Background: an optimization exercise with open tools, aiming at small area. Do not read the settings as production practice. The RTL was checked by simulation tests, not by an equivalence proof against the original design. Power is estimated from default activity; no workload was simulated. The clock port is modelled as an ideal driver; clocking choices that lean on that would not hold on a real chip.

==> design.v <==
module keyscan_midi (
    input  wire       clk,
    input  wire       rst,         
    input  wire       tickReq,     
    input  wire [3:0] sense,       
    output wire [7:0] colDrive,    
    output reg  [2:0] muxAddr,     
    output wire [7:0] txByte,      
    output reg        txValid,
    output reg        clampSeen    
);
    localparam [3:0] P_IDLE     = 4'd0,
                     P_SELECT   = 4'd1,
                     P_SET0     = 4'd2,    
                     P_SET      = 4'd3,    
                     P_SETTLE   = 4'd4,
                     P_READ     = 4'd5,
                     P_DIFF     = 4'd6,
                     P_HANDLE   = 4'd7,
                     P_EMIT1    = 4'd8,    
                     P_EMIT2    = 4'd9,    
                     P_ADVANCE  = 4'd10;
    reg  [3:0]  phase;
    reg  [2:0]  col;           
    reg         adv;           
    reg  [63:0] W;             
    reg  [63:0] R [0:6];       
    reg  [47:0] E;             
    reg  [2:0]  cnt;           
    reg         pending;       
    reg         z;             
    reg         lap0;          
    reg         msgOn;
    assign colDrive = 8'h01 << col;
    wire isRead   = (phase == P_READ);
    wire isHandle = (phase == P_HANDLE);
    wire isEmit1  = (phase == P_EMIT1);
    wire isEmit2  = (phase == P_EMIT2);
    wire swap     = pending && (cnt == 3'd0);
    wire [7:0] o = z ? 8'd0 : W[63:56];
    wire oLM = o[7], oLB = o[6], oUM = o[5], oUB = o[4];
    wire onL = o[3], offL = o[2], onU = o[1], offU = o[0];
    wire sLM = sense[0], sLB = sense[1], sUM = sense[2], sUB = sense[3];
    wire mcL = sLM ^ oLM, bcL = sLB ^ oLB;
    wire mcU = sUM ^ oUM, bcU = sUB ^ oUB;
    wire emL = mcL & (sLM ? ~onL : ~offL);
    wire emU = mcU & (sUM ? ~onU : ~offU);
    wire clrL = bcL & sLB, clrU = bcU & sUB;
    wire nOnL  = ~clrL & (onL  | (mcL &  sLM));
    wire nOffL = ~clrL & (offL | (mcL & ~sLM));
    wire nOnU  = ~clrU & (onU  | (mcU &  sUM));
    wire nOffU = ~clrU & (offU | (mcU & ~sUM));
    wire [7:0] nWord = {sLM, sLB, sUM, sUB, nOnL, nOffL, nOnU, nOffU};
    wire [5:0] nEv = {emL, mcL & (sLM | ~emL), bcL,
                      emU, mcU & (sUM | ~emU), bcU};
    reg [31:0] pa, pb;         
    integer k;
    always @(*) begin
        for (k = 0; k < 8; k = k + 1) begin
            pa[2*k]      = E[6*(7-k) + 5];
            pb[2*k]      = E[6*(7-k) + 4];
            pa[2*k+1]    = E[6*(7-k) + 3];
            pb[2*k+1]    = 1'b0;
            pa[16+2*k]   = E[6*(7-k) + 2];
            pb[16+2*k]   = E[6*(7-k) + 1];
            pa[16+2*k+1] = E[6*(7-k) + 0];
            pb[16+2*k+1] = 1'b0;
        end
    end
    wire [31:0] pend = pa | pb;
    wire [31:0] lowBelow = {lowBelowShift(pend), 1'b0};
    function [30:0] lowBelowShift(input [31:0] p);
        integer i;
        reg acc;
        begin
            acc = 1'b0;
            for (i = 0; i < 31; i = i + 1) begin
                acc = acc | p[i];
                lowBelowShift[i] = acc;
            end
        end
    endfunction
    wire [31:0] sel = pend & ~lowBelow;
    wire        any = |pend;
    wire [31:0] makeMask = 32'h55555555;
    wire        emitSel = |(sel & pa & makeMask);
    wire        onSel   = |(sel & pb);
    reg  [2:0]  mSel;
    reg         upSel;
    integer q;
    always @(*) begin
        mSel  = 3'd0;
        upSel = 1'b0;
        for (q = 0; q < 32; q = q + 1)
            if (sel[q]) begin
                mSel  = mSel  | q[3:1];
                upSel = upSel | q[4];
            end
    end
    wire clampRow = (mSel == 3'd7) && (col >= 3'd5);
    wire clrEn = (isHandle & ~emitSel) | isEmit2;
    reg  [47:0] Eclr;
    integer j;
    always @(*) begin
        for (j = 0; j < 8; j = j + 1) begin
            Eclr[6*(7-j) + 5] = sel[2*j]      & clrEn;
            Eclr[6*(7-j) + 4] = sel[2*j]      & clrEn;
            Eclr[6*(7-j) + 3] = sel[2*j+1]    & clrEn;
            Eclr[6*(7-j) + 2] = sel[16+2*j]   & clrEn;
            Eclr[6*(7-j) + 1] = sel[16+2*j]   & clrEn;
            Eclr[6*(7-j) + 0] = sel[16+2*j+1] & clrEn;
        end
    end
    wire [6:0] rawPitch = 7'd36 + {1'b0, mSel, col};
    wire [6:0] pitch    = (mSel == 3'd7 && col >= 3'd5) ? 7'd96 : rawPitch;
    assign txByte = isEmit1 ? {3'b100, msgOn, 3'b000, ~upSel} :
                    isEmit2 ? {1'b0, pitch} :
                              {1'b0, {7{msgOn}}};
    integer s;
    always @(posedge clk) begin
        R[0] <= swap ? W : R[6];
        for (s = 1; s < 7; s = s + 1)
            R[s] <= R[s-1];
    end
    always @(posedge clk) begin
        if (swap)
            W <= R[6];
        else if (isRead)
            W <= {W[55:0], nWord};
        if (isRead)
            E <= {E[41:0], nEv};
        else
            E <= E & ~Eclr;
        if (isHandle & any & emitSel)
            msgOn <= onSel;
    end
    always @(posedge clk) begin
        if (rst) begin
            phase     <= P_IDLE;
            col       <= 3'd0;
            adv       <= 1'b0;
            muxAddr   <= 3'd0;
            txValid   <= 1'b0;
            clampSeen <= 1'b0;
            cnt       <= 3'd0;
            pending   <= 1'b0;
            z         <= 1'b1;
            lap0      <= 1'b1;
        end else begin
            txValid <= 1'b0;
            cnt <= swap ? 3'd0 : (cnt == 3'd0 ? 3'd6 : cnt - 3'd1);
            if (swap) begin
                pending <= 1'b0;
                z       <= lap0;
            end
            case (phase)
                P_IDLE:   if (tickReq) phase <= P_SELECT;
                P_SELECT: begin
                    col   <= col + {2'b00, adv};
                    phase <= P_SET0;
                end
                P_SET0: begin
                    muxAddr <= 3'd0;
                    phase   <= P_SETTLE;
                end
                P_SET: begin
                    muxAddr <= muxAddr + 3'd1;
                    phase   <= P_SETTLE;
                end
                P_SETTLE: phase <= P_READ;
                P_READ: begin
                    if (muxAddr == 3'd7) begin
                        phase   <= P_DIFF;
                        pending <= 1'b1;
                        z       <= 1'b0;
                        if (col == 3'd7) lap0 <= 1'b0;
                    end else
                        phase <= P_SET;
                end
                P_DIFF: phase <= P_HANDLE;
                P_HANDLE: begin
                    if (!any)
                        phase <= P_ADVANCE;
                    else begin
                        if (clampRow) clampSeen <= 1'b1;
                        if (emitSel) begin
                            txValid <= 1'b1;
                            phase   <= P_EMIT1;
                        end
                    end
                end
                P_EMIT1: begin
                    txValid <= 1'b1;
                    phase   <= P_EMIT2;
                end
                P_EMIT2: begin
                    txValid <= 1'b1;
                    phase   <= P_HANDLE;
                end
                P_ADVANCE: begin
                    adv   <= 1'b1;
                    phase <= P_IDLE;
                end
                default: phase <= P_IDLE;
            endcase
        end
    end
endmodule
==> run.sh <==
#!/bin/bash
# synth_recipe.tcl (not shown) runs the flow's synth.tcl, then flattens the netlist and writes it again
# the make line also repeats each setting of config.mk as NAME=value (left out here)
make -C /OpenROAD-flow-scripts/flow DESIGN_CONFIG=/design/flow/config.mk WORK_HOME=/design/flow/orfs CLKGATE_MAP_FILE= SYNTH_SCRIPT=/design/flow/synth_recipe.tcl finish
==> config.mk <==
export PLATFORM = sky130hd
export DESIGN_NAME = keyscan_midi
export DESIGN_NICKNAME = keyscan_midi
export VERILOG_FILES = /design/flow/design.v
export SDC_FILE = /design/flow/constraint.sdc
export NUM_CORES = 4
export LEC_CHECK = 0
export CAP_MARGIN = 20
export CORE_MARGIN = 2
export CORE_UTILIZATION = 65
export CTS_BUF_LIST = sky130_fd_sc_hd__clkbuf_8
export CTS_CLUSTER_SIZE = 20
export PLACE_DENSITY = 0.75
export SLEW_MARGIN = 20
==> constraint.sdc <==
create_clock -name core_clock -period 10.0 [get_ports {clk}]
set_input_delay 2.0000 -clock core_clock [delete_from_list [all_inputs] [get_ports {clk}]]
set_output_delay 2.0000 -clock core_clock [all_outputs]
set_load 0.01 [all_outputs]
==> qor.txt, run 1 <==
status = no timing/DRC/antenna violations
final critical-path required period = 5.58 ns
Syn Area/Cell = 11.8 um2
htree depth = 3
post-cts resize count = 0
Async SR Flop Fraction = 0%
r2r worst-path depth = 7
period utilisation layout = 55.8%
Clock Tree Buf Depth = 3
Placement Rows = 58
Initial DRC Count = 609
grt total ovfl = 0
Synth warnings = 2
DRT Wirelength = 27.0 mm
antenna cells = 0
Hold Path Origin = R[5][57]$_DFF_P_
Slew @ Worst Pin = 1.09 ns
Pins Over Slew Limit = 0
Global Route Usage Sum = 21.0%
WHS Path Cells = 0
Final nets = 1475
Hold Path End = R[6][57]$_DFF_P_
worst skew pair latency = 0.60 ns
top-count cell post-synth = dfxtp_1
die height = 163 um
CTS clock-pin slew for the worst setup and hold paths = 0.07 ns
initial antenna violation count = 0
post-synthesis sequential area ratio = 74.6%
DIE AREA = 26600 um2
Gate Count Post-Synth = 1390
DRC Markers = 0
first-pass GRT wire length = 44.7 mm
final hold violations = 0
Max-Cap Viols = 0
Net Count, Synth = 1410
Clock Sinks = 580
Synth area leader = dfxtp_1
# port buffers = 27
RePlAce Congestion = 0.838
Setup CP Type = reg -> out
Synth area leaders = dfxtp_1 63%, edfxtp_1 12%, nand2_1 9.4%, mux2i_1 2.5%, a21oi_1 1.3%
Starting Density = 65.8%
startpoint types = flop
setup violators final = 0
CP Capture Type = primary output
CTS Buf Count = 82
antenna-violating nets left = 0
core area = 25000 um2
CTS Hold Bufs = 0
synthesis-stage register bit count = 580
synth cell count leaders = 515 x dfxtp_1, 413 x nand2_1, 65 x edfxtp_1
Die Width = 163 um
RSZ-0062 raised after global routing = no
vias in the first global route = 9260
WHS = 0.312 ns
top cell type's share of synthesized area = 62.7%
Hold Crit Class = reg -> reg
vias = 9411
routed len/inst = 14.6 um
Top FF cell, synth = dfxtp_1
number of synthesized flops with an enable pin = 65
DR pass1 iterations = 4
r2r endpoint = E[13]$_DFF_P_
CTS tree = yes
io pins = 28
crit-path max FO = 12
WP data required = 8.00 ns
Post-CTS Setup Repair Bufs = 0
DR vias/cell = 5.10
layout cells sized above 1 = 9.63%
synthesized cell area = 16400 um2
flop2flop setup slack = 6.82 ns
Max Clock Skew = 0.0232 ns
reg-to-reg startpoint = E[31]$_DFF_P_
Leak = 7.80 nW
Max-slew headroom = 27.3%
data arrival time of the worst path = 3.58 ns
Worst VDD drop = 189 uV
maximum clock rate = 0.179 GHz
unique cell type count in the Yosys netlist = 55
Pwr Density = 258 nW/um2
largest net degree at the start of global routing = 102
dpl hpwl = 15.9 mm
root buf cell = clkbuf_8
area grow syn2layout = 13.2%
setup TNS = 0 ns
==> worst max-delay path, stage by stage, from the launching register on <==
cell	delay [ns]
dfxtp_1	0.35
nor3_4	0.37
nand4_4	0.32
nor4_2	0.52
o21a_1	0.23
or2_2	0.12
ha_1	0.17
xnor2_1	0.08
o31ai_1	0.24
clkdlybuf4s50_1	0.58
==> per-stage QoR <==
stage	area [um2]	util [%]	cells	power, W	setup slack, ns
floorplan	16400	-	1390	0.00290	5.77
global placement	17000	67.9	1701	0.00303	5.11
CTS	18600	74.5	1846	0.00482	4.40
finish	18600	74.5	1846	0.00479	4.42
global route	18600	74.5	1846	0.00500	4.19
detailed placement	17000	67.9	1701	0.00303	5.05
==> state kept, by name, indices dropped and copies added (netlist names) <==
signal     flops
txValid        1
pending        1
msgOn          1
cnt            3
R            448
muxAddr        3
W             64
clampSeen      1
E             48
col            3
phase          4
adv            1
lap0           1
z              1
==> cells in the final DEF, fill, tap and decap left out, types with 5 or more instances in the layout <==
cell type        count
a31oi_1             16
o211ai_1             5
clkinv_2             6
nor3_1              17
a21o_1               6
nor3b_1              9
nor3_2               5
a32oi_1              5
nand2b_1             7
ha_1                13
edfxtp_1            65
a41oi_1              5
or3_1                9
o21ai_0             22
nand3_1              5
nor4_1               5
mux2i_1             41
clkbuf_8            99
clkdlybuf4s50_1     27
o31ai_1              5
a21oi_1             42
nor2b_1             11
nand2_1            411
nor2_1              47
dfxtp_1            515
nor3_4               5
inv_1               49
==> cell type report <==
type | instances | area [um2]
Sequential cell | 580 | 12300
Fill cell | 1651 | 6360
Multi-Input combinational cell | 743 | 3920
Clock buffer | 99 | 1360
Tap cell | 330 | 413
Timing Repair Buffer | 30 | 293
Clock inverter | 46 | 290
Inverter | 18 | 67.6
==> routing by layer <==
layer	vias to the layer above	GRT usage, %	wire length, um	part of all wire, %
li1	4728	-	-	-
met1	4465	29.2	13000	48
met2	159	32.8	12300	46
met3	59	4.61	1040	3.9
met4	0	7.52	619	2.3
met5	-	0	0	0
==> cells by family (layout without fill, tap and decap cells) <==
logic type               after synthesis  count (layout)  share of synthesized area, %
flip-flops                           580             580                          74.6
adder cells (fa/ha/maj)               13              13                         0.990
XOR/XNOR                               3               3                         0.160
AO/OA/AOI/OAI                        131             131                          5.27
AND/OR/NAND/NOR                      555             555                          14.8
buffers and inverters                 67             193                          1.67
multiplexers                          41              41                          2.50
==> worst max path at each step <==
stage                  startpoint        end  slack, ns  cells past startpoint
global route        E[47]$_DFF_P_  txByte[4]       4.19                      9
finish              E[47]$_DFF_P_  txByte[4]       4.42                      9
global placement    E[46]$_DFF_P_  txByte[4]       5.11                      9
detailed placement  E[46]$_DFF_P_  txByte[4]       5.05                      9
CTS                 E[47]$_DFF_P_  txByte[4]       4.40                      9
floorplan           E[47]$_DFF_P_  txByte[4]       5.77                      9
==> power by group <==
group          switching [W]  internal, W  leakage, nW
combinational       0.000310     0.000176         2.09
sequential         0.0000725      0.00243         4.75
clock               0.000824     0.000976        0.958
total                0.00121      0.00359         7.80
==> run 2, diff against run 1 <==
--- a/config.mk
+++ b/config.mk
@@ -8,7 +8,8 @@
 export CAP_MARGIN = 20
 export CORE_MARGIN = 2
 export CORE_UTILIZATION = 65
-export CTS_BUF_LIST = sky130_fd_sc_hd__clkbuf_8
-export CTS_CLUSTER_SIZE = 20
+export CTS_BUF_LIST = sky130_fd_sc_hd__clkbuf_16
+export CTS_CLUSTER_DIAMETER = 60
+export CTS_CLUSTER_SIZE = 30
 export PLACE_DENSITY = 0.75
 export SLEW_MARGIN = 20
==> run 2 against run 1 <==
Worst setup slack improved by 0.0015 ns. Sequential share of layout area increased by 1.9 points. Via count decreased by 3.6%. Combinational power about the same. Non-clock buffer count increased by 1. Critical endpoint unchanged. Still clean on timing, DRC and antenna. Largest power group unchanged. Register-to-register slack improved by 0.30 ns. Power decreased by 7.0%.
==> qor.txt, run 2 <==
final critical-path required period = 5.58 ns (-0.00149 ns)
synthesized cell area = 16400 um2 (unchanged)
DR vias/cell = 5.16 (+1.3%)
DIE AREA = 26600 um2 (unchanged)
Post-Layout Cell Count = 1757 (-4.8%)
Max Clock Skew = 0.0186 ns (-0.00456 ns)
Synth warnings = 2 (unchanged)
top cell type's share of synthesized area = 62.7% (unchanged)
WP data required = 8.00 ns (about the same)
cell depth of the worst setup path = 9 (unchanged)
WHS = 0.317 ns (+0.00451 ns)
Top FF cell, synth = dfxtp_1
Setup CP Type = reg -> out
Max-slew headroom = 30.0% (+2.7 points)
synth cell count leaders = 515 x dfxtp_1, 413 x nand2_1, 65 x edfxtp_1
final hold violations = 0 (unchanged)
dpl hpwl = 15.9 mm (unchanged)
Syn Area/Cell = 11.8 um2 (unchanged)
CTS Buf Count = 30 (-63%)
largest net degree at the start of global routing = 102 (unchanged)
setup violators final = 0 (unchanged)
io pins = 28 (unchanged)
antenna-violating nets left = 0 (unchanged)
Hold Crit Class = reg -> reg
Top reg by flops = R
root buf cell = clkbuf_16
unique cell type count in the Yosys netlist = 55 (unchanged)
Regs by FF count = R x448, W x64, E x48
die height = 163 um (unchanged)
most frequent cells in the layout = 515 x dfxtp_1, 411 x nand2_1, 65 x edfxtp_1, 47 x nor2_1, 42 x a21oi_1
RSZ-0062 raised after global routing = no
r2r endpoint = E[15]$_DFF_P_
max FFs per register = 448 (unchanged)
Final nets = 1424 (-3.5%)
Starting Density = 65.8% (unchanged)
Final Power = 0.00445 W (-7.0%)
htree depth = 1 (-2)
DRC Markers = 0 (unchanged)
RePlAce Congestion = 0.838 (unchanged)
setup TNS = 0 ns (unchanged)
grt total ovfl = 0 (unchanged)
core area = 25000 um2 (unchanged)
reg-to-reg startpoint = E[31]$_DFF_P_
post-cts resize count = 0 (unchanged)
vias = 9074 (-3.6%)
startpoint types = flop
Pwr Density = 246 nW/um2 (-4.4%)
routed len/inst = 15.1 um (+3.7%)
Synth area leaders = dfxtp_1 63%, edfxtp_1 12%, nand2_1 9.4%, mux2i_1 2.5%, a21oi_1 1.3%
Leak = 7.39 nW (-5.2%)
initial antenna violation count = 0 (unchanged)
Gate Count Post-Synth = 1390 (unchanged)
data arrival time of the worst path = 3.58 ns (about the same)
post-place setup slack = 5.05 ns (unchanged)
Initial DRC Count = 617 (+1.3%)
layout cells sized above 1 = 5.96% (-3.7 points)
period utilisation layout = 55.8% (about the same)
Max-Cap Viols = 0 (unchanged)
number of synthesized flops with an enable pin = 65 (unchanged)
first-pass GRT wire length = 43.4 mm (-2.7%)
top-count cell post-synth = dfxtp_1
synthesis-stage register bit count = 580 (unchanged)
crit-path max FO = 12 (unchanged)
Async SR Flop Fraction = 0% (unchanged)
post-synthesis sequential area ratio = 74.6% (unchanged)
PnR worst setup slack = 4.42 ns (+0.00149 ns)
crit-path cells = nor3_4, nand4_4, nor4_2, o21a_1, or2_2, ha_1, xnor2_1, o31ai_1, clkdlybuf4s50_1
area grow syn2layout = 10.0%
CTS Hold Bufs = 0 (unchanged)
Pins Over Slew Limit = 0 (unchanged)
Die Width = 163 um (unchanged)
CTS clock-pin slew for the worst setup and hold paths = 0.10 ns (+0.03 ns)
Slew @ Worst Pin = 1.05 ns (-0.0368 ns)
WP buf/inv = 1 (unchanged)
Placement Rows = 58 (unchanged)
Top delay family on crit path = simple AND/OR/NAND/NOR gates
Inst Count DP = 1701 (unchanged)
crit path max-delay cell type = clkdlybuf4s50_1
antenna cells = 0 (unchanged)
DR pass1 iterations = 5 (+1)
Net Count, Synth = 1410 (unchanged)
Global Route Usage Sum = 20.3% (-0.75 points)
commonest non-fill, non-tap cell in the layout = dfxtp_1
Worst VDD drop = 208 uV (+9.8%)
Clock Sinks = 580 (unchanged)
CP endpoint = txByte[4]
flop2flop setup slack = 7.12 ns (+0.30 ns)
Clock Tree Buf Depth = 3 (unchanged)
CP peak stage delay = 0.58 ns (about the same)
Crit. Startpoint = E[46]$_DFF_P_
maximum clock rate = 0.179 GHz (about the same)
Post-CTS Setup Repair Bufs = 0 (unchanged)
CTS tree = yes
DRT Wirelength = 26.6 mm (-1.3%)
status = no timing/DRC/antenna violations
# port buffers = 27 (unchanged)
vias in the first global route = 8771 (-5.3%)
worst skew pair latency = 0.58 ns (-0.02 ns)
Synth area leader = dfxtp_1
r2r worst-path depth = 8 (+1)
CP Capture Type = primary output
==> run 2: cell counts after synthesis <==
No cell type changed its count.
==> run 2: power breakdown <==
group / switching, W / internal [W]
clock: 0.000800 / 0.000663
combinational: 0.000313 / 0.000176
sequential: 0.0000734 / 0.00243
total: 0.00119 / 0.00327
==> run 2: kinds of logic after synthesis <==
group	synth area share, %
AOI/OAI and AO/OA	5.27
adders and majority gates	0.990
DFF	74.6
xor gates and xnor gates	0.160
muxes	2.50
buffers and inverters	1.67
and+or+nand+nor	14.8
==> run 2: stage by stage <==
step | util, % | instance area, um2
6_report | 72.4 | 18100
3_5_place_dp | 67.9 | 17000
3_3_place_gp | 67.9 | 17000
4_1_cts | 72.3 | 18100
2_1_floorplan | - | 16400
5_1_grt | 72.4 | 18100
==> run 2: how the worst min path moves through the flow <==
stage                startpoint          endpoint  slack, ns  cells past startpoint
6_report       R[1][29]$_DFF_P_  R[2][29]$_DFF_P_       0.32                      0
5_1_grt        R[1][29]$_DFF_P_  R[2][29]$_DFF_P_       0.31                      0
4_1_cts        R[1][29]$_DFF_P_  R[2][29]$_DFF_P_       0.32                      0
3_5_place_dp   R[2][11]$_DFF_P_  R[3][11]$_DFF_P_       0.31                      0
3_3_place_gp    R[1][5]$_DFF_P_   R[2][5]$_DFF_P_       0.31                      0
2_1_floorplan   R[0][0]$_DFF_P_   R[1][0]$_DFF_P_       0.31                      0
==> run 2: final cells by class <==
type | instances | area (um2)
clock buffers | 32 | 801
clock inverters | 23 | 300
repair buffers | 31 | 320
well taps | 330 | 413
multi-input cells | 743 | 3920
flip-flops and latches | 580 | 12300
fillers | 1695 | 6880
inverters | 18 | 67.6
==> run 2: metal layers <==
layer | part of all wire [%] | GRT usage (%) | vias to the layer above
met5 | 0 | 0 | -
met4 | 2.0 | 4.83 | 0
met3 | 2.9 | 2.88 | 34
met2 | 46 | 32.9 | 126
met1 | 49 | 29.2 | 4313
li1 | - | - | 4601
==> run 3, diff against run 2 <==
==> config.mk (replaced) <==
export PLATFORM = sky130hd
export DESIGN_NAME = keyscan_midi
export DESIGN_NICKNAME = keyscan_midi
export VERILOG_FILES = /design/flow/design.v
export SDC_FILE = /design/flow/constraint.sdc
export NUM_CORES = 4
export LEC_CHECK = 0
export CAP_MARGIN = 20
export CORE_MARGIN = 2
export CORE_UTILIZATION = 40
export SLEW_MARGIN = 20
==> run 3 against run 2 <==
Non-clock buffer count unchanged. Clock skew grew 0.0051 ns. Combinational power down 0.8%. Worst setup slack worse by 0.084 ns. Critical path depth unchanged. Cell area is 5.5% higher. Largest power group unchanged.
==> qor.txt, run 3 <==
status = no timing/DRC/antenna violations
Top delay family on crit path = simple AND/OR/NAND/NOR gates
crit-path max FO = 12 (unchanged)
Post-CTS Setup Repair Bufs = 0 (unchanged)
initial antenna violation count = 0 (unchanged)
vias in the first global route = 8667 (-1.2%)
data arrival time of the worst path = 3.66 ns (+0.08 ns)
Gate Count Post-Synth = 1390 (unchanged)
Top reg by flops = R
final hold violations = 0 (unchanged)
maximum clock rate = 0.177 GHz (-1.5%)
io pins = 28 (unchanged)
Synth area leader = dfxtp_1
area grow syn2layout = 16.1%
startpoint types = flop
vias = 9153 (+0.87%)
Global Route Usage Sum = 12.6% (-7.6 points)
Worst VDD drop = 132 uV (-37%)
unique cell type count in the Yosys netlist = 55 (unchanged)
Starting Density = 40.4% (-25 points)
first-pass GRT wire length = 43.9 mm (+1.1%)
Net Count, Synth = 1410 (unchanged)
most frequent cells in the layout = 515 x dfxtp_1, 411 x nand2_1, 65 x edfxtp_1, 55 x clkbuf_16, 47 x nor2_1
largest net degree at the start of global routing = 79 (-23%)
WP data required = 8.00 ns (about the same)
antenna cells = 0 (unchanged)
RePlAce Congestion = 0.853 (+1.7%)
CP peak stage delay = 0.60 ns (+0.02 ns)
synth cell count leaders = 515 x dfxtp_1, 413 x nand2_1, 65 x edfxtp_1
Max-slew headroom = 32.5% (+2.4 points)
post-cts resize count = 0 (unchanged)
Max-Cap Viols = 0 (unchanged)
Slew @ Worst Pin = 1.01 ns (-0.0367 ns)
Top FF cell, synth = dfxtp_1
setup TNS = 0 ns (unchanged)
post-synthesis sequential area ratio = 74.6% (unchanged)
CP Capture Type = primary output
Max Clock Skew = 0.0237 ns (+0.00509 ns)
Syn Area/Cell = 11.8 um2 (unchanged)
DR pass1 iterations = 5 (unchanged)
die height = 207 um (+27%)
Pwr Density = 265 nW/um2 (+7.6%)
Die Width = 207 um (+27%)
crit-path cells = nor3_4, nand4_4, nor4_2, o21a_1, or2_2, ha_1, xnor2_1, o31ai_1, clkdlybuf4s50_1
DRT Wirelength = 26.5 mm (-0.44%)
Synth area leaders = dfxtp_1 63%, edfxtp_1 12%, nand2_1 9.4%, mux2i_1 2.5%, a21oi_1 1.3%
Regs by FF count = R x448, W x64, E x48
max FFs per register = 448 (unchanged)
CTS Buf Count = 52 (+73%)
top-count cell post-synth = dfxtp_1
Pins Over Slew Limit = 0 (unchanged)
DIE AREA = 42700 um2 (+61%)
synthesis-stage register bit count = 580 (unchanged)
antenna-violating nets left = 0 (unchanged)
Final Core Density = 46.9% (-25 points)
routed len/inst = 13.2 um (-13%)
RSZ-0062 raised after global routing = no
DR vias/cell = 4.57 (-11%)
number of synthesized flops with an enable pin = 65 (unchanged)
final critical-path required period = 5.66 ns (+0.0844 ns)
Final nets = 1446 (+1.5%)
CTS tree = yes
top cell type's share of synthesized area = 62.7% (unchanged)
Placement Rows = 74 (+28%)
WP buf/inv = 1 (unchanged)
Leak = 7.76 nW (+4.9%)
Clock Tree Buf Depth = 3 (unchanged)
Clock Sinks = 580 (unchanged)
Async SR Flop Fraction = 0% (unchanged)
grt total ovfl = 0 (unchanged)
core area = 40600 um2 (+63%)
# port buffers = 27 (unchanged)
dpl hpwl = 15.2 mm (-4.6%)
Synth warnings = 2 (unchanged)
htree depth = 2 (+1)
CTS Hold Bufs = 0 (unchanged)
setup violators final = 0 (unchanged)
root buf cell = clkbuf_16
Initial DRC Count = 619 (+0.32%)
commonest non-fill, non-tap cell in the layout = dfxtp_1
layout cells sized above 1 = 8.10% (+2.1 points)
worst skew pair latency = 0.58 ns (about the same)
DRC Markers = 0 (unchanged)
Hold Crit Class = reg -> reg
CTS clock-pin slew for the worst setup and hold paths = 0.06 ns (-0.04 ns)
period utilisation layout = 56.6% (+0.84 points)
crit path max-delay cell type = clkdlybuf4s50_1
Setup CP Type = reg -> out
synthesized cell area = 16400 um2 (unchanged)
WHS = 0.311 ns (-0.00618 ns)
[run 3: metrics by stage]
stage	worst slack (ns)	power, W	instance area [um2]	instances
6_report	4.34	0.00506	19100	2002
5_1_grt	4.14	0.00527	19100	2002
4_1_cts	4.30	0.00512	19100	2001
3_5_place_dp	4.94	0.00304	17200	1903
3_3_place_gp	4.98	0.00304	17200	1903
2_1_floorplan	5.77	0.00290	16400	1390
[run 3: per-layer routing]
layer / routed length, um / global-route usage [%] / up-vias / share of wire [%]
met1: 13700 / 18.6 / 4300 / 52
li1: - / - / 4655 / -
met2: 11100 / 18.3 / 144 / 42
met4: 663 / 4.26 / 0 / 2.5
met3: 1010 / 2.68 / 54 / 3.8
met5: 0 / 0 / - / 0
[run 3: path summary, 6_finish.rpt]
kind | cells past startpoint | slack, ns | endpoint | startpoint
worst min register to register | 0 | 0.31 | R[6][25]$_DFF_P_ | R[5][25]$_DFF_P_
worst min-delay path | 0 | 0.31 | R[6][25]$_DFF_P_ | R[5][25]$_DFF_P_
worst max register to register | 8 | 7.06 | E[13]$_DFF_P_ | E[31]$_DFF_P_
worst max-delay path | 9 | 4.34 | txByte[4] | E[47]$_DFF_P_
[run 3: cells by family after synthesis]
group | synth area share, %
flops | 74.6
mux | 2.50
simple gates | 14.8
buf+inv | 1.67
xor+xnor | 0.160
fa+ha+maj | 0.990
compound gates | 5.27
[run 3: layout make-up]
type                       instances  area (um2)
fill                            3645       21600
multi-input combinational        743        3920
inverter                          18        67.6
clock buffer                      78        1560
tap                              532         666
sequential                       580       12300
clock inverter                    20         285
timing repair buffer              31         320
[run 3: power breakdown]
group / internal [W] / switching (W)
clock network: 0.00122 / 0.000845
logic: 0.000176 / 0.000309
registers: 0.00243 / 0.0000732
total: 0.00383 / 0.00123
[run 3: worst register-to-register path: stages, from the launching register on]
cell      delay [ns]
dfxtp_1         0.44
nor3b_1         0.12
nor4_1          0.28
o21ai_0         0.17
a221oi_1        0.63
o21ai_4         0.23
o21ai_4         0.52
buf_16          0.24
a41oi_1         0.15
==> run 4, diff against run 3 <==
--- a/config.mk
+++ b/config.mk
@@ -5,7 +5,12 @@
 export SDC_FILE = /design/flow/constraint.sdc
 export NUM_CORES = 4
 export LEC_CHECK = 0
+export ABC_AREA = 1
 export CAP_MARGIN = 20
 export CORE_MARGIN = 2
-export CORE_UTILIZATION = 40
+export CORE_UTILIZATION = 80
+export CTS_BUF_LIST = sky130_fd_sc_hd__clkbuf_16
+export CTS_CLUSTER_DIAMETER = 50
+export CTS_CLUSTER_SIZE = 34
+export PLACE_DENSITY = 0.88
 export SLEW_MARGIN = 20
==> run 4 against run 3 <==
Global-route usage grew 24 points. Register-to-register slack lost 0.78 ns. Clock skew increased by 0.018 ns. Worst setup slack got worse by 0.55 ns. Critical path depth increased by 8. Final cell count shrank 9.9%. Routed wire length rose by 47%. Critical endpoint unchanged. Largest power group unchanged. Highest routed layer unchanged.
==> qor.txt, run 4 <==
status = no timing/DRC/antenna violations
number of synthesized flops with an enable pin = 65 (unchanged)
Psw = 0.00177 W (+44%)
first-pass GRT wire length = 61.0 mm (+39%)
mux contribution to synthesized area = 0% (-2.5 points)
core area = 20200 um2 (-50%)
CTS clock-pin slew for the worst setup and hold paths = 0.10 ns (+0.04 ns)
r2r worst-path depth = 17 (+9)
Placement Rows = 52 (-30%)
Async SR Flop Fraction = 0% (unchanged)
Starting Density = 81.5% (+41 points)
Leak = 7.43 nW (-4.2%)
io pins = 28 (unchanged)
routed len/inst = 21.6 um (+63%)
die height = 147 um (-29%)
Filler Cell Count = 716 (-80%)
final hold violations = 0 (unchanged)
Clock Tree Buf Depth = 3 (unchanged)
setup TNS = 0 ns (unchanged)
largest family of logic cells by synthesized area = simple AND/OR/NAND/NOR gates
Post-Layout Cell Count = 1803 (-9.9%)
WP data required = 8.00 ns (about the same)
dpl hpwl = 21.1 mm (+39%)
post-synthesis sequential area ratio = 74.6% (about the same)
Synth warnings = 2 (unchanged)
post-place setup slack = 4.50 ns (-0.442 ns)
DRC Markers = 0 (unchanged)
vias in the first global route = 11.0k (+27%)
setup violators final = 0 (unchanged)
WHS Path Cells = 0 (unchanged)
vias = 10.8k (+18%)
CTS tree = yes
Final nets = 1528 (+5.7%)
Post-Synth XOR/XNOR Area = 0.0533% (-0.11 points)
crit-path max FO = 5 (-7)
CP Capture Type = primary output
Die Width = 147 um (-29%)
Max-slew headroom = 32.2% (-0.24 points)
Worst VDD drop = 219 uV (+66%)
Setup CP Type = reg -> out
synthesized cell area = 16400 um2 (about the same)
Slew @ Worst Pin = 1.02 ns (+0.00358 ns)
grt total ovfl = 0 (unchanged)
layout cells sized above 1 = 5.94% (-2.2 points)
initial antenna violation count = 0 (unchanged)
DR pass1 iterations = 7 (+2)
worst skew pair latency = 0.56 ns (-0.02 ns)
PnR worst setup slack = 3.79 ns (-0.547 ns)
Regs by FF count = R x448, W x64, E x48
Top FF cell, synth = dfxtp_1
Synth Area in Adders = 0.990% (about the same)
Global Route Usage Sum = 36.5% (+24 points)
Post-CTS Setup Repair Bufs = 0 (unchanged)
# port buffers = 27 (unchanged)
design area = 18100 um2 (-5.4%)
synthesis-stage register bit count = 580 (unchanged)
CTS Hold Bufs = 0 (unchanged)
DIE AREA = 21700 um2 (-49%)
Pins Over Slew Limit = 0 (unchanged)
root buf cell = clkbuf_16
Final Power = 0.00537 W (+6.2%)
RePlAce Congestion = 0.935 (+9.7%)
clock power share = 28.9% (-12 points)
top-count cell post-synth = dfxtp_1
Max Clock Skew = 0.0415 ns (+0.0178 ns)
startpoint types = flop
Top reg by flops = R
Hold Crit Class = reg -> reg
power share of the combinational group = 21.9% (+12 points)
final critical-path required period = 6.21 ns (+0.547 ns)
CTS Buf Count = 34 (-35%)
post-cts resize count = 0 (unchanged)
Pint = 0.00360 W (-6.0%)
unique cell type count in the Yosys netlist = 42 (-24%)
Synth area leader = dfxtp_1
most frequent cells in the layout = 515 x dfxtp_1, 274 x nand2_1, 150 x inv_1, 142 x o21ai_0, 75 x nor2_1
area grow syn2layout = 9.87%
data arrival time of the worst path = 4.21 ns (+0.55 ns)
Simple-Gate Fraction of Synth Area = 13.0% (-1.8 points)
largest net degree at the start of global routing = 91 (+15%)
complex-gate fraction of the synthesized area = 6.79% (+1.5 points)
Gate Count Post-Synth = 1484 (+6.8%)
Initial DRC Count = 1216 (+96%)
htree depth = 2 (unchanged)
Pwr Density = 297 nW/um2 (+12%)
synth cell count leaders = 515 x dfxtp_1, 276 x nand2_1, 148 x inv_1
commonest non-fill, non-tap cell in the layout = dfxtp_1
period utilisation layout = 62.1% (+5.5 points)
DRT Wirelength = 38.9 mm (+47%)
top cell type's share of synthesized area = 62.7% (about the same)
Net Count, Synth = 1504 (+6.7%)
RSZ-0062 raised after global routing = no
Max-Cap Viols = 0 (unchanged)
Area after DPL = 16900 um2 (-1.7%)
Synth area leaders = dfxtp_1 63%, edfxtp_1 12%, nand2_1 6.3%, o21ai_0 4.3%, inv_1 3.4%
DR vias/cell = 5.98 (+31%)
Seq pwr share = 49.2% (-0.3 points)
Clock Sinks = 580 (unchanged)
switching share of power = 32.9% (+8.7 points)
max FFs per register = 448 (unchanged)
antenna-violating nets left = 0 (unchanged)
Inst Count DP = 1742 (-8.5%)
Syn Area/Cell = 11.1 um2 (-6.3%)
antenna cells = 0 (unchanged)
maximum clock rate = 0.161 GHz (-8.8%)
[run 4: cell types whose count changed after synthesis, moves of 14 or more]
cell / delta
o21ai_0: +120
inv_1: +130
nor2_1: +28
a31oi_1: -14
o21ai_1: +25
nand3_1: +64
nand2_1: -137
a21oi_1: -20
mux2i_1: -41
[run 4: critical path, cell delays in order, from the launching register on]
cell and delay (ns):
dfxtp_1 0.36, nor2_1 0.24, nand3_1 0.18, nor2_2 0.22, nand4_4 0.16, nor2_4 0.16, nand4_4 0.13, nor2_4 0.15
nand4_4 0.13, nor2_4 0.18, nand4_2 0.14, nor2_2 0.23, nand3_1 0.18, nand3_1 0.19, ha_1 0.19, o21ai_0 0.09
o21ai_1 0.16, clkdlybuf4s50_1 0.56
[run 4: metal layers]
layer / track usage [%] / vias up / wire (um)
met3: 6.34 / 170 / 2950
met5: 0 / - / 0
li1: - / 4832 / -
met4: 16.3 / 0 / 1860
met1: 47.0 / 5113 / 14800
met2: 61.4 / 670 / 19300
[run 4: path summary, 6_finish.rpt]
| path | endpoint | slack (ns) | start |
|---|---|---|---|
| setup reg to reg | E[37]$_DFF_P_ | 6.28 | E[16]$_DFF_P_ |
| setup / recovery | txByte[4] | 3.79 | E[16]$_DFF_P_ |
| hold / removal | R[5][58]$_DFF_P_ | 0.32 | R[4][58]$_DFF_P_ |
| hold reg to reg | R[5][58]$_DFF_P_ | 0.32 | R[4][58]$_DFF_P_ |
[run 4: final cells by class]
type                    count  area [um2]  area share, %
clock buffers              37         926           5.13
repair buffers             31         300           1.66
multi-input cells         708        3440           19.0
flip-flops and latches    580       12300           67.9
clock inverters            24         223           1.23
well taps                 270         338           1.87
inverters                 153         576           3.19
[run 4: kinds of logic after synthesis]
| group | after synthesis |
|---|---|
| flops | 580 |
| simple gates | 483 |
| buf+inv | 196 |
| fa+ha+maj | 13 |
| xor+xnor | 1 |
| compound gates | 211 |
[run 4: power groups by stage]
stage,Sequential [W],Clock [W],Combinational (W)
floorplan,0.00265,0,0.000774
global placement,0.00267,0,0.00101
detailed placement,0.00268,0,0.00105
CTS,0.00264,0.00154,0.00113
global route,0.00266,0.00161,0.00126
finish,0.00264,0.00155,0.00118
[run 4: stage by stage]
step / utilization (%) / hold slack (ns)
CTS: 89.5 / 0.324
finish: 89.5 / 0.321
detailed placement: 83.8 / 0.312
global placement: 83.8 / 0.310
global route: 89.5 / 0.324
floorplan: - / 0.310
==> run 5, diff against run 4 <==
--- a/design.v
+++ b/design.v
@@ -36,7 +36,7 @@
     wire isHandle = (phase == P_HANDLE);
     wire isEmit1  = (phase == P_EMIT1);
     wire isEmit2  = (phase == P_EMIT2);
-    wire swap     = pending && (cnt == 3'd0);
+    wire swap     = pending && (cnt == 3'b001);
     wire [7:0] o = z ? 8'd0 : W[63:56];
     wire oLM = o[7], oLB = o[6], oUM = o[5], oUB = o[4];
     wire onL = o[3], offL = o[2], onU = o[1], offU = o[0];
@@ -53,62 +53,56 @@
     wire [7:0] nWord = {sLM, sLB, sUM, sUB, nOnL, nOffL, nOnU, nOffU};
     wire [5:0] nEv = {emL, mcL & (sLM | ~emL), bcL,
                       emU, mcU & (sUM | ~emU), bcU};
-    reg [31:0] pa, pb;         
+    reg [15:0] ka, kb, kp;     
     integer k;
     always @(*) begin
         for (k = 0; k < 8; k = k + 1) begin
-            pa[2*k]      = E[6*(7-k) + 5];
-            pb[2*k]      = E[6*(7-k) + 4];
-            pa[2*k+1]    = E[6*(7-k) + 3];
-            pb[2*k+1]    = 1'b0;
-            pa[16+2*k]   = E[6*(7-k) + 2];
-            pb[16+2*k]   = E[6*(7-k) + 1];
-            pa[16+2*k+1] = E[6*(7-k) + 0];
-            pb[16+2*k+1] = 1'b0;
-        end
-    end
-    wire [31:0] pend = pa | pb;
-    wire [31:0] lowBelow = {lowBelowShift(pend), 1'b0};
-    function [30:0] lowBelowShift(input [31:0] p);
+            ka[k]   = E[6*(7-k) + 5];
+            kb[k]   = E[6*(7-k) + 4];
+            kp[k]   = E[6*(7-k) + 3];
+            ka[8+k] = E[6*(7-k) + 2];
+            kb[8+k] = E[6*(7-k) + 1];
+            kp[8+k] = E[6*(7-k) + 0];
+        end
+    end
+    wire [15:0] kmk  = ka | kb;            
+    wire [15:0] pend = kmk | kp;
+    function [15:0] below(input [15:0] p);
         integer i;
         reg acc;
         begin
             acc = 1'b0;
-            for (i = 0; i < 31; i = i + 1) begin
+            for (i = 0; i < 16; i = i + 1) begin
+                below[i] = acc;
                 acc = acc | p[i];
-                lowBelowShift[i] = acc;
             end
         end
     endfunction
-    wire [31:0] sel = pend & ~lowBelow;
+    wire [15:0] sel = pend & ~below(pend);
     wire        any = |pend;
-    wire [31:0] makeMask = 32'h55555555;
-    wire        emitSel = |(sel & pa & makeMask);
-    wire        onSel   = |(sel & pb);
+    wire        emitSel = |(sel & ka);
+    wire        onSel   = |(sel & kb);
     reg  [2:0]  mSel;
     reg         upSel;
     integer q;
     always @(*) begin
         mSel  = 3'd0;
         upSel = 1'b0;
-        for (q = 0; q < 32; q = q + 1)
+        for (q = 0; q < 16; q = q + 1)
             if (sel[q]) begin
-                mSel  = mSel  | q[3:1];
-                upSel = upSel | q[4];
+                mSel  = mSel  | q[2:0];
+                upSel = upSel | q[3];
             end
     end
     wire clampRow = (mSel == 3'd7) && (col >= 3'd5);
-    wire clrEn = (isHandle & ~emitSel) | isEmit2;
+    wire clrMk = (isHandle & ~emitSel) | isEmit2;
     reg  [47:0] Eclr;
     integer j;
     always @(*) begin
-        for (j = 0; j < 8; j = j + 1) begin
-            Eclr[6*(7-j) + 5] = sel[2*j]      & clrEn;
-            Eclr[6*(7-j) + 4] = sel[2*j]      & clrEn;
-            Eclr[6*(7-j) + 3] = sel[2*j+1]    & clrEn;
-            Eclr[6*(7-j) + 2] = sel[16+2*j]   & clrEn;
-            Eclr[6*(7-j) + 1] = sel[16+2*j]   & clrEn;
-            Eclr[6*(7-j) + 0] = sel[16+2*j+1] & clrEn;
+        for (j = 0; j < 16; j = j + 1) begin
+            Eclr[6*(7-j%8) + (j < 8 ? 5 : 2)] = sel[j] & kmk[j] & clrMk;
+            Eclr[6*(7-j%8) + (j < 8 ? 4 : 1)] = sel[j] & kmk[j] & clrMk;
+            Eclr[6*(7-j%8) + (j < 8 ? 3 : 0)] = sel[j] & ~kmk[j] & isHandle;
         end
     end
     wire [6:0] rawPitch = 7'd36 + {1'b0, mSel, col};
@@ -142,13 +136,13 @@
             muxAddr   <= 3'd0;
             txValid   <= 1'b0;
             clampSeen <= 1'b0;
-            cnt       <= 3'd0;
+            cnt       <= 3'b001;
             pending   <= 1'b0;
             z         <= 1'b1;
             lap0      <= 1'b1;
         end else begin
             txValid <= 1'b0;
-            cnt <= swap ? 3'd0 : (cnt == 3'd0 ? 3'd6 : cnt - 3'd1);
+            if (!swap) cnt <= {cnt[1:0], cnt[2] ^ cnt[1]};
             if (swap) begin
                 pending <= 1'b0;
                 z       <= lap0;
==> flow/run.sh (new file) <==
#!/bin/bash
# Standard layout, with clock-tree synthesis told not to add dummy loads and
# the port buffers made with the smallest buffer.
set -euo pipefail
export CTS_ARGS="-sink_clustering_enable -repair_clock_nets -sink_clustering_size 30 -sink_clustering_max_diameter 60 -buf_list sky130_fd_sc_hd__clkbuf_16 -dont_use_dummy_load"
export BUFFER_PORTS_ARGS="-buffer_cell sky130_fd_sc_hd__buf_1"
bash standard.sh > standard.log 2>&1
==> standard.sh (new file) <==
#!/bin/bash
# synth_recipe.tcl (not shown) runs the flow's synth.tcl, then flattens the netlist and writes it again
# the make line also repeats each setting of config.mk as NAME=value (left out here)
make -C /OpenROAD-flow-scripts/flow DESIGN_CONFIG=/design/flow/config.mk WORK_HOME=/design/flow/orfs CLKGATE_MAP_FILE= SYNTH_SCRIPT=/design/flow/synth_recipe.tcl "${@:-finish}"
==> config.mk (replaced) <==
export PLATFORM = sky130hd
export DESIGN_NAME = keyscan_midi
export DESIGN_NICKNAME = keyscan_midi
export VERILOG_FILES = /design/flow/design.v
export SDC_FILE = /design/flow/constraint.sdc
export NUM_CORES = 4
export LEC_CHECK = 0
export CAP_MARGIN = 20
export CORE_MARGIN = 2
export CORE_UTILIZATION = 65
export PLACE_DENSITY = 0.75
export SLEW_MARGIN = 20
removed: run.sh
==> run 5 against run 4 <==
Sequential power fell by 8.0%. Hold slack got worse by 0.022 ns. Global-route usage fell by 18 points. Sequential share of layout area rose by 3.0 points. Combinational power fell by 78%. Highest routed layer is now met5. Routed wire length fell by 40%. Synthesized area fell by 1.6%. First-iteration DRC count fell by 56%. Power fell by 29%. Utilization fell by 19 points. Worst setup slack improved by 0.92 ns. Largest power group unchanged.
==> qor.txt, run 5 <==
status = no timing/DRC/antenna violations
first-pass GRT wire length = 39.0 mm (-36%)
Crit path top cell by count = o21ai_0
Initial DRC Count = 537 (-56%)
DIE AREA = 26200 um2 (+21%)
number of synthesized flops with an enable pin = 65 (unchanged)
met1 Use GR = 27.3% (-20 points)
CP peak stage delay = 0.62 ns (+0.06 ns)
CTS tree = yes
dpl hpwl = 14.2 mm (-33%)
Max-slew headroom = 31.6% (-0.66 points)
Clock Tree Buf Depth = 3 (unchanged)
Gate Count Post-Synth = 1141 (-23%)
layout cells sized above 1 = 14.5% (+8.6 points)
io pins = 28 (unchanged)
unique cell type count in the Yosys netlist = 62 (+48%)
CTS Hold Bufs = 0 (unchanged)
Placement Rows = 57 (+9.6%)
initial antenna violation count = 1 (+1)
Seq pwr share = 63.6% (+14 points)
# port buffers = 27 (unchanged)
Regs by FF count = R x448, W x64, E x48
htree depth = 1 (-1)
power share of the combinational group = 6.7% (-15 points)
RePlAce Congestion = 0.897 (-4.1%)
Pwr Density = 221 nW/um2 (-26%)
Synth warnings = 2 (unchanged)
setup TNS = 0 ns (unchanged)
synthesis-stage register bit count = 580 (unchanged)
Hold Path End = R[3][8]$_DFF_P_
max FFs per register = 448 (unchanged)
Top delay family on crit path = simple AND/OR/NAND/NOR gates
CTS Buf Count = 28 (-18%)
Final nets = 1182 (-23%)
Worst VDD drop = 220 uV (+0.51%)
commonest non-fill, non-tap cell in the layout = dfxtp_1
crit-path max FO = 6 (+1)
Hold Path Origin = R[2][8]$_DFF_P_
RSZ-0062 raised after global routing = no
synthesized cell area = 16200 um2 (-1.6%)
Syn Area/Cell = 14.2 um2 (+28%)
crit path max-delay cell type = nor3_1
Net Count, Synth = 1159 (-23%)
switching share of power = 22.0% (-11 points)
top cell type's share of synthesized area = 63.7% (+0.99 points)
CP Capture Type = primary output
Pins Over Slew Limit = 0 (unchanged)
r2r worst-path depth = 4 (-13)
Top FF cell, synth = dfxtp_1
worst skew pair latency = 0.57 ns (about the same)
Clock Sinks = 580 (unchanged)
Global Route Usage Sum = 18.1% (-18 points)
routed len/inst = 15.6 um (-28%)
setup violators final = 0 (unchanged)
global routing's busiest layer = met2
period utilisation layout = 52.9% (-9.2 points)
DRT Wirelength = 23.1 mm (-40%)
synth cell count leaders = 515 x dfxtp_1, 122 x mux2_2, 72 x nand2_1
Hold Crit Class = reg -> reg
grt total ovfl = 0 (unchanged)
Die Width = 162 um (+9.8%)
WP buf/inv = 1 (unchanged)
Top reg by flops = R
DRC Markers = 0 (unchanged)
r2r endpoint = W[21]$_DFFE_PP_
flop2flop setup slack = 7.18 ns (+0.90 ns)
post-synthesis sequential area ratio = 75.8% (+1.2 points)
top-count cell post-synth = dfxtp_1
maximum clock rate = 0.189 GHz (+17%)
Synth area leader = dfxtp_1
final critical-path required period = 5.29 ns (-0.921 ns)
data arrival time of the worst path = 3.29 ns (-0.92 ns)
most frequent cells in the layout = 515 x dfxtp_1, 122 x mux2_2, 72 x nand2_1, 65 x edfxtp_1, 45 x a21oi_1
area grow syn2layout = 6.84%
Starting Density = 66.3% (-15 points)
Max Clock Skew = 0.0450 ns (+0.00346 ns)
antenna-violating nets left = 0 (unchanged)
vias in the first global route = 7704 (-30%)
final hold violations = 0 (unchanged)
crit-path cells = nor3_1, o21ai_0, and2_1, o21ai_0, nand2_1, ha_1, xnor2_1, o31ai_1, buf_1
clock power share = 29.7% (+0.8 points)
vias = 8022 (-26%)
startpoint types = flop
Max-Cap Viols = 0 (unchanged)
Psw = 0.000840 W (-53%)
Setup CP Type = reg -> out
die height = 162 um (+9.8%)
design area = 17300 um2 (-4.3%)
Synth area leaders = dfxtp_1 64%, edfxtp_1 12%, mux2_2 8.5%, mux2i_1 1.7%, nand2_1 1.7%
WP data required = 8.00 ns (about the same)
antenna cells = 0 (unchanged)
met3 usage = 2.83% (-3.5 points)
CTS clock-pin slew for the worst setup and hold paths = 0.10 ns (about the same)
WHS Path Cells = 0 (unchanged)
DR pass1 iterations = 5 (-2)
post-cts resize count = 0 (unchanged)
reg-to-reg startpoint = cnt[1]$_SDFFE_PP0N_
Pint = 0.00298 W (-17%)
largest net degree at the start of global routing = 82 (-9.9%)
M2 GR Usage = 27.8% (-34 points)
Leak = 6.56 nW (-12%)
root buf cell = clkbuf_16
Async SR Flop Fraction = 0% (unchanged)
core area = 24400 um2 (+21%)
DR vias/cell = 5.40 (-9.8%)
Area after DPL = 16600 um2 (-1.9%)
Slew @ Worst Pin = 1.03 ns (+0.00993 ns)
Post-CTS Setup Repair Bufs = 0 (unchanged)
## run 5: cell types whose count changed in the layout (fill, tap and decap cells not counted), sizes merged, moves of 12 or more
cell           before  now
nand2             277   72
inv               163   12
o21ai             169   40
mux2                0  122
nand3              71   15
nor2               87   41
clkdlybuf4s50      27    0
mux2i               0   27
buf                 4   30
a21oi              22   45
or3                 0   12
## run 5: worst max path at each step
stage                       start         to  depth (start not counted)
floorplan           E[22]$_DFF_P_  txByte[4]                          8
global placement    E[16]$_DFF_P_  txByte[4]                          9
detailed placement  E[22]$_DFF_P_  txByte[4]                          9
CTS                 E[16]$_DFF_P_  txByte[4]                          9
global route        E[25]$_DFF_P_  txByte[6]                          9
finish              E[25]$_DFF_P_  txByte[4]                          9
## run 5: through the flow
step	utilization, %	std cells	hold WS, ns	power [W]	worst slack, ns
finish	70.9	1486	0.299	0.00382	4.71
detailed placement	68.0	1458	0.312	0.00274	5.35
CTS	70.9	1486	0.303	0.00385	4.76
global route	70.9	1486	0.306	0.00399	4.39
floorplan	-	1141	0.310	0.00267	5.72
global placement	68.0	1458	0.310	0.00273	5.51
## run 5: cell type report
class                   instances  area, um2
repair buffers                 30        124
multi-input cells             512       3750
well taps                     324        405
flip-flops and latches        580      12300
fillers                      1653       7100
inverters                      12       45.0
clock buffers                  28        701
## run 5: cells by family (layout without fill, tap and decap cells)
family / count (synthesis) / after routing / share of synthesized area (%)
mux: 149 / 149 / 10.2
flops: 580 / 580 / 75.8
xor+xnor: 2 / 2 / 0.108
fa+ha+maj: 11 / 11 / 0.851
simple gates: 206 / 206 / 6.37
compound gates: 144 / 144 / 5.54
buf+inv: 49 / 70 / 1.18
## run 5: worst register-to-register path: stages (launching register included)
cell	delay (ns)
dfxtp_1	0.32
nor2_1	0.16
and3_4	0.88
buf_4	0.77
mux2_2	0.43
## run 5: power groups by stage
stage / Sequential (W) / Combinational, W / Clock (W)
after global placement: 0.00248 / 0.000250 / 0
after global routing: 0.00244 / 0.000291 / 0.00125
after CTS: 0.00243 / 0.000253 / 0.00117
after floorplan: 0.00247 / 0.000199 / 0
after detailed placement: 0.00248 / 0.000251 / 0
final: 0.00243 / 0.000257 / 0.00113
## run 5: per-layer routing
| layer | share of wire (%) | routed length [um] |
|---|---|---|
| met2 | 43 | 10000 |
| met3 | 3.8 | 883 |
| met1 | 50 | 11700 |
| met4 | 2.3 | 527 |
| met5 | 0.043 | 10 |
==> run 6, diff against run 5 <==
==> run.sh (new file) <==
#!/bin/bash
# synth_recipe.tcl (not shown) runs the flow's synth.tcl, then flattens the netlist and writes it again
# the make line also repeats each setting of config.mk as NAME=value (left out here)
make -C /OpenROAD-flow-scripts/flow DESIGN_CONFIG=/design/flow/config.mk WORK_HOME=/design/flow/orfs CLKGATE_MAP_FILE= SYNTH_SCRIPT=/design/flow/synth_recipe.tcl finish
--- a/config.mk
+++ b/config.mk
@@ -8,5 +8,8 @@
 export CAP_MARGIN = 20
 export CORE_MARGIN = 2
 export CORE_UTILIZATION = 65
+export CTS_BUF_LIST = sky130_fd_sc_hd__clkbuf_16
+export CTS_CLUSTER_DIAMETER = 60
+export CTS_CLUSTER_SIZE = 30
 export PLACE_DENSITY = 0.75
 export SLEW_MARGIN = 20
removed: flow/run.sh
removed: standard.sh
==> run 6 against run 5 <==
Highest routed layer is now met4. Critical path type unchanged. Routed wire length grew 3.9%. Clock power is 27% higher. Register-to-register slack worse by 0.04 ns. Synthesized cell count is the same. Sequential power is essentially flat. Power increased by 7.9%. Critical endpoint unchanged. Critical path depth is the same. Cell area is 3.1% higher. Via count increased by 0.70%. Non-clock buffer count unchanged. Hold slack better by 0.022 ns. Still clean on timing, DRC and antenna. Global-route usage up 0.49 points.
==> qor.txt, run 6 <==
Post-Synth XOR/XNOR Area = 0.108% (unchanged)
data arrival time of the worst path = 3.63 ns (+0.34 ns)
final hold violations = 0 (unchanged)
CP Capture Type = primary output
Starting Density = 66.3% (unchanged)
core area = 24400 um2 (unchanged)
# port buffers = 27 (unchanged)
first-pass GRT wire length = 40.2 mm (+3.0%)
mux contribution to synthesized area = 10.2% (unchanged)
RePlAce Congestion = 0.895 (-0.25%)
post-cts resize count = 0 (unchanged)
Simple-Gate Fraction of Synth Area = 6.37% (unchanged)
Top FF cell, synth = dfxtp_1
period utilisation layout = 56.3% (+3.5 points)
synthesis-stage register bit count = 580 (unchanged)
status = no timing/DRC/antenna violations
crit-path cells = nor3_2, nand4_1, nor3_1, o21ai_0, nand2_1, ha_1, xnor2_1, o31ai_1, clkdlybuf4s50_1
CTS tree = yes
Placement Rows = 57 (unchanged)
die height = 162 um (unchanged)
Net Count, Synth = 1159 (unchanged)
Pwr Density = 231 nW/um2 (+4.6%)
WHS = 0.321 ns (+0.0219 ns)
layout cells sized above 1 = 16.2% (+1.7 points)
vias = 8078 (+0.70%)
WP buf/inv = 1 (unchanged)
WP data required = 8.00 ns (about the same)
dpl hpwl = 14.2 mm (about the same)
Synth area leader = dfxtp_1
design area = 17800 um2 (+3.1%)
Synth area leaders = dfxtp_1 64%, edfxtp_1 12%, mux2_2 8.5%, mux2i_1 1.7%, nand2_1 1.7%
Hold Crit Class = reg -> reg
antenna-violating nets left = 0 (unchanged)
Pins Over Slew Limit = 0 (unchanged)
io pins = 28 (unchanged)
Max-slew headroom = 35.8% (+4.2 points)
setup violators final = 0 (unchanged)
post-synthesis sequential area ratio = 75.8% (unchanged)
Final Core Density = 73.1% (+2.2 points)
Slew @ Worst Pin = 0.963 ns (-0.0632 ns)
root buf cell = clkbuf_16
unique cell type count in the Yosys netlist = 62 (unchanged)
number of synthesized flops with an enable pin = 65 (unchanged)
Max-Cap Viols = 0 (unchanged)
area grow syn2layout = 10.2%
DRT Wirelength = 24.1 mm (+3.9%)
Setup CP Type = reg -> out
commonest non-fill, non-tap cell in the layout = dfxtp_1
Synth warnings = 2 (unchanged)
Area after DPL = 16800 um2 (+1.0%)
maximum clock rate = 0.178 GHz (-6.1%)
setup TNS = 0 ns (unchanged)
Post-CTS Setup Repair Bufs = 0 (unchanged)
Initial DRC Count = 633 (+18%)
routed len/inst = 15.9 um (+2.1%)
worst skew pair latency = 0.58 ns (about the same)
top cell type's share of synthesized area = 63.7% (unchanged)
Regs by FF count = R x448, W x64, E x48
Worst VDD drop = 169 uV (-23%)
Post-Layout Cell Count = 1512 (+1.7%)
largest net degree at the start of global routing = 71 (-13%)
Syn Area/Cell = 14.2 um2 (unchanged)
synthesized cell area = 16200 um2 (unchanged)
Top delay family on crit path = simple AND/OR/NAND/NOR gates
CTS clock-pin slew for the worst setup and hold paths = 0.10 ns (about the same)
RSZ-0062 raised after global routing = no
htree depth = 1 (unchanged)
Top reg by flops = R
most frequent cells in the layout = 515 x dfxtp_1, 122 x mux2_2, 72 x nand2_1, 65 x edfxtp_1, 45 x a21oi_1
vias in the first global route = 7935 (+3.0%)
DRC Markers = 0 (unchanged)
CTS Buf Count = 29 (+3.6%)
CTS Hold Bufs = 0 (unchanged)
Final nets = 1183 (+0.085%)
Leak = 6.80 nW (+3.7%)
initial antenna violation count = 0 (-1)
Gate Count Post-Synth = 1141 (unchanged)
crit path max-delay cell type = clkdlybuf4s50_1
Max Clock Skew = 0.0191 ns (-0.0260 ns)
complex-gate fraction of the synthesized area = 5.54% (unchanged)
Inst Count DP = 1458 (unchanged)
DIE AREA = 26200 um2 (unchanged)
largest family of logic cells by synthesized area = multiplexers
DR pass1 iterations = 5 (unchanged)
crit-path max FO = 7 (+1)
CP peak stage delay = 0.57 ns (-0.05 ns)
Global Route Usage Sum = 18.6% (+0.49 points)
antenna cells = 0 (unchanged)
max FFs per register = 448 (unchanged)
startpoint types = flop
synth cell count leaders = 515 x dfxtp_1, 122 x mux2_2, 72 x nand2_1
Die Width = 162 um (unchanged)
Clock Tree Buf Depth = 3 (unchanged)
grt total ovfl = 0 (unchanged)
final critical-path required period = 5.63 ns (+0.345 ns)
Clock Sinks = 580 (unchanged)
top-count cell post-synth = dfxtp_1
Async SR Flop Fraction = 0% (unchanged)
DR vias/cell = 5.34 (-1.0%)
Synth Area in Adders = 0.851% (unchanged)
## run 6: path summary, 6_finish.rpt
kind	startpoint	endpoint	slack, ns	cells past startpoint
max	E[22]$_DFF_P_	txByte[4]	4.37	9
max reg2reg	cnt[1]$_SDFFE_PP0N_	W[21]$_DFFE_PP_	7.14	4
min reg2reg	R[3][59]$_DFF_P_	R[4][59]$_DFF_P_	0.32	0
min	R[3][59]$_DFF_P_	R[4][59]$_DFF_P_	0.32	0
## run 6: through the flow
stage	power [W]	setup WS, ns
finish	0.00412	4.37
global route	0.00428	3.95
CTS	0.00415	4.37
detailed placement	0.00274	5.00
global placement	0.00273	5.07
floorplan	0.00267	5.72
## run 6: where the power goes
group	internal [W]	switching [W]	leakage [nW]	total, W
logic	0.0000997	0.000162	1.54	0.000261
clock network	0.000655	0.000775	0.519	0.00143
registers	0.00239	0.0000461	4.74	0.00243
total	0.00314	0.000983	6.80	0.00412
## run 6: cell type report
type	instances	area [um2]
Timing Repair Buffer	30	293
Multi-Input combinational cell	512	3750
Sequential cell	580	12300
Clock buffer	29	726
Fill cell	1612	6570
Inverter	12	45.0
Tap cell	324	405
Clock inverter	25	343
## run 6: kinds of logic (layout without fill, tap and decap cells)
family / after synthesis / after routing
xor+xnor: 2 / 2
compound gates: 144 / 144
mux: 149 / 149
flops: 580 / 580
simple gates: 206 / 206
fa+ha+maj: 11 / 11
buf+inv: 49 / 96
## run 6: per-layer routing
layer / wire length [um] / vias up / global-route usage [%]
li1: - / 4034 / -
met1: 12000 / 3845 / 27.7
met2: 10600 / 171 / 29.0
met3: 1030 / 28 / 3.04
met4: 419 / 0 / 4.38
met5: 0 / - / 0
==> run 7, diff against run 6 <==
--- a/design.v
+++ b/design.v
@@ -67,18 +67,19 @@
     end
     wire [15:0] kmk  = ka | kb;            
     wire [15:0] pend = kmk | kp;
-    function [15:0] below(input [15:0] p);
+    function [15:0] belowOf(input [15:0] p);
         integer i;
         reg acc;
         begin
             acc = 1'b0;
             for (i = 0; i < 16; i = i + 1) begin
-                below[i] = acc;
+                belowOf[i] = acc;
                 acc = acc | p[i];
             end
         end
     endfunction
-    wire [15:0] sel = pend & ~below(pend);
+    wire [15:0] below = belowOf(pend);    
+    wire [15:0] sel = pend & ~below;
     wire        any = |pend;
     wire        emitSel = |(sel & ka);
     wire        onSel   = |(sel & kb);
@@ -94,15 +95,15 @@
                 upSel = upSel | q[3];
             end
     end
-    wire clampRow = (mSel == 3'd7) && (col >= 3'd5);
+    wire clampRow = (sel[7] | sel[15]) && (col >= 3'd5);
     wire clrMk = (isHandle & ~emitSel) | isEmit2;
     reg  [47:0] Eclr;
     integer j;
     always @(*) begin
         for (j = 0; j < 16; j = j + 1) begin
-            Eclr[6*(7-j%8) + (j < 8 ? 5 : 2)] = sel[j] & kmk[j] & clrMk;
-            Eclr[6*(7-j%8) + (j < 8 ? 4 : 1)] = sel[j] & kmk[j] & clrMk;
-            Eclr[6*(7-j%8) + (j < 8 ? 3 : 0)] = sel[j] & ~kmk[j] & isHandle;
+            Eclr[6*(7-j%8) + (j < 8 ? 5 : 2)] = ~below[j] & clrMk;
+            Eclr[6*(7-j%8) + (j < 8 ? 4 : 1)] = ~below[j] & clrMk;
+            Eclr[6*(7-j%8) + (j < 8 ? 3 : 0)] = ~below[j] & ~kmk[j] & isHandle;
         end
     end
     wire [6:0] rawPitch = 7'd36 + {1'b0, mSel, col};
==> flow/run.sh (new file) <==
#!/bin/bash
# Standard layout, with clock-tree synthesis told not to add dummy loads and
# the port buffers made with the smallest buffer.
set -euo pipefail
export CTS_ARGS="-sink_clustering_enable -repair_clock_nets -sink_clustering_size 35 -sink_clustering_max_diameter 70 -buf_list sky130_fd_sc_hd__clkbuf_16 -dont_use_dummy_load"
export BUFFER_PORTS_ARGS="-buffer_cell sky130_fd_sc_hd__buf_1"
bash standard.sh > standard.log 2>&1
==> standard.sh (new file) <==
#!/bin/bash
# synth_recipe.tcl (not shown) runs the flow's synth.tcl, then flattens the netlist and writes it again
# the make line also repeats each setting of config.mk as NAME=value (left out here)
make -C /OpenROAD-flow-scripts/flow DESIGN_CONFIG=/design/flow/config.mk WORK_HOME=/design/flow/orfs CLKGATE_MAP_FILE= SYNTH_SCRIPT=/design/flow/synth_recipe.tcl "${@:-finish}"
--- a/config.mk
+++ b/config.mk
@@ -8,8 +8,5 @@
 export CAP_MARGIN = 20
 export CORE_MARGIN = 2
 export CORE_UTILIZATION = 65
-export CTS_BUF_LIST = sky130_fd_sc_hd__clkbuf_16
-export CTS_CLUSTER_DIAMETER = 60
-export CTS_CLUSTER_SIZE = 30
 export PLACE_DENSITY = 0.75
 export SLEW_MARGIN = 20
removed: run.sh
==> run 7 against run 6 <==
Clock-buffer cell count decreased by 7. Highest routed layer unchanged. Fmax is 14% higher. Register-to-register slack worse by 0.09 ns. Routed wire length fell by 6.5%. Via count shrank 3.4%. Cell area decreased by 4.2%. Largest cell class unchanged. Worst setup slack improved by 0.69 ns. Hold slack worse by 0.053 ns. First-iteration DRC count decreased by 2.7%.
==> qor.txt, run 7 <==
area grow syn2layout = 5.91%
RSZ-0062 raised after global routing = no
post-synthesis sequential area ratio = 76.0% (+0.26 points)
Global Route Usage Sum = 17.8% (-0.76 points)
setup TNS = 0 ns (unchanged)
Net Count, Synth = 1156 (-0.26%)
Pwr Density = 247 nW/um2 (+6.7%)
Hold Crit Class = reg -> reg
Die Width = 162 um (-0.17%)
top-count cell post-synth = dfxtp_1
initial antenna violation count = 0 (unchanged)
post-place setup slack = 5.66 ns (+0.659 ns)
Clock Sinks = 580 (unchanged)
Placement Rows = 57 (unchanged)
max FFs per register = 448 (unchanged)
unique cell type count in the Yosys netlist = 52 (-16%)
DIE AREA = 26100 um2 (-0.34%)
PnR worst setup slack = 5.06 ns (+0.688 ns)
routed len/inst = 15.2 um (-4.3%)
DRT Wirelength = 22.5 mm (-6.5%)
synth cell count leaders = 515 x dfxtp_1, 122 x mux2_2, 82 x nand2_1
number of synthesized flops with an enable pin = 65 (unchanged)
die height = 162 um (-0.17%)
Top FF cell, synth = dfxtp_1
vias = 7801 (-3.4%)
Post-Layout Cell Count = 1478 (-2.2%)
Leak = 6.51 nW (-4.2%)
Setup CP Type = reg -> out
Max-slew headroom = 33.7% (-2.1 points)
CTS Buf Count = 22 (-24%)
Max Clock Skew = 0.0720 ns (+0.0530 ns)
data arrival time of the worst path = 2.94 ns (-0.69 ns)
Pins Over Slew Limit = 0 (unchanged)
synthesis-stage register bit count = 580 (unchanged)
Seq pwr share = 61.4% (+2.4 points)
worst skew pair latency = 0.55 ns (-0.03 ns)
most frequent cells in the layout = 515 x dfxtp_1, 122 x mux2_2, 82 x nand2_1, 65 x edfxtp_1, 55 x a21oi_1
CP Capture Type = primary output
io pins = 28 (unchanged)
Worst VDD drop = 185 uV (+9.8%)
status = no timing/DRC/antenna violations
CTS Hold Bufs = 0 (unchanged)
layout cells sized above 1 = 14.6% (-1.7 points)
post-cts resize count = 0 (unchanged)
sequential cell area = 12300 um2 (unchanged)
WP data required = 8.00 ns (about the same)
setup violators final = 0 (unchanged)
Initial DRC Count = 616 (-2.7%)
dpl hpwl = 13.8 mm (-2.2%)
[run 7: cell types whose count changed in the layout (fill, tap and decap cells not counted), sizes merged, moves of 5 or more]
cell,before,now
clkinv,8,0
inv,24,10
clkbuf,29,22
o21ai,40,33
mux2i,27,20
a31oi,13,4
nand2,72,82
buf,3,30
clkdlybuf4s50,27,0
a21oi,45,55
nor2,41,50
a21o,1,6
[run 7: kinds of logic after synthesis]
group	share of synthesized area (%)
simple gates	7.00
fa+ha+maj	0.854
buf+inv	1.12
compound gates	5.06
flops	76.0
xor+xnor	0.163
mux	9.76
[run 7: through the flow]
stage	util (%)	hold WS (ns)
final	70.2	0.268
after global routing	70.2	0.254
after CTS	70.2	0.251
after detailed placement	67.9	0.312
after global placement	67.9	0.310
after floorplan	-	0.310
[run 7: power groups by stage]
stage | logic, W | registers [W] | clock network, W
after global placement | 0.000601 | 0.00263 | 0
after detailed placement | 0.000604 | 0.00264 | 0
after global routing | 0.000685 | 0.00261 | 0.00113
after floorplan | 0.000511 | 0.00260 | 0
final | 0.000614 | 0.00259 | 0.00102
after CTS | 0.000609 | 0.00259 | 0.00104
[run 7: cell type report]
| class | count | share of cell area (%) |
|---|---|---|
| inverter | 10 | 0.220 |
| timing repair buffer | 30 | 0.725 |
| sequential | 580 | 71.8 |
| tap | 324 | 2.37 |
| clock buffer | 22 | 3.22 |
| multi-input combinational | 512 | 21.7 |
[run 7: per-layer routing]
layer / wire (um) / global-route usage, % / up-vias / part of all wire [%]
met4: 322 / 3.49 / 0 / 1.4
li1: - / - / 3934 / -
met2: 9740 / 27.6 / 113 / 43
met3: 719 / 2.26 / 22 / 3.2
met1: 11700 / 27.4 / 3732 / 52
met5: 0 / 0 / - / 0
[run 7: final timing paths]
check / slack [ns] / from / to / cells past startpoint
max reg2reg: 7.05 / cnt[1]$_SDFFE_PP0N_ / W[56]$_DFFE_PP_ / 5
max: 5.06 / E[38]$_DFF_P_ / txByte[4] / 9
min reg2reg: 0.27 / R[5][58]$_DFF_P_ / R[6][58]$_DFF_P_ / 0
min: 0.27 / R[5][58]$_DFF_P_ / R[6][58]$_DFF_P_ / 0
[run 7: worst max-delay path, delay by kind of cell, from the launching register on]
kind                     cells  cell delay (ns)
flip-flops                   1             0.37
buffers and inverters        1             0.18
adder cells (fa/ha/maj)      1             0.21
XOR/XNOR                     1             0.13
AND/OR/NAND/NOR              2             0.70
AO/OA/AOI/OAI                4             0.81
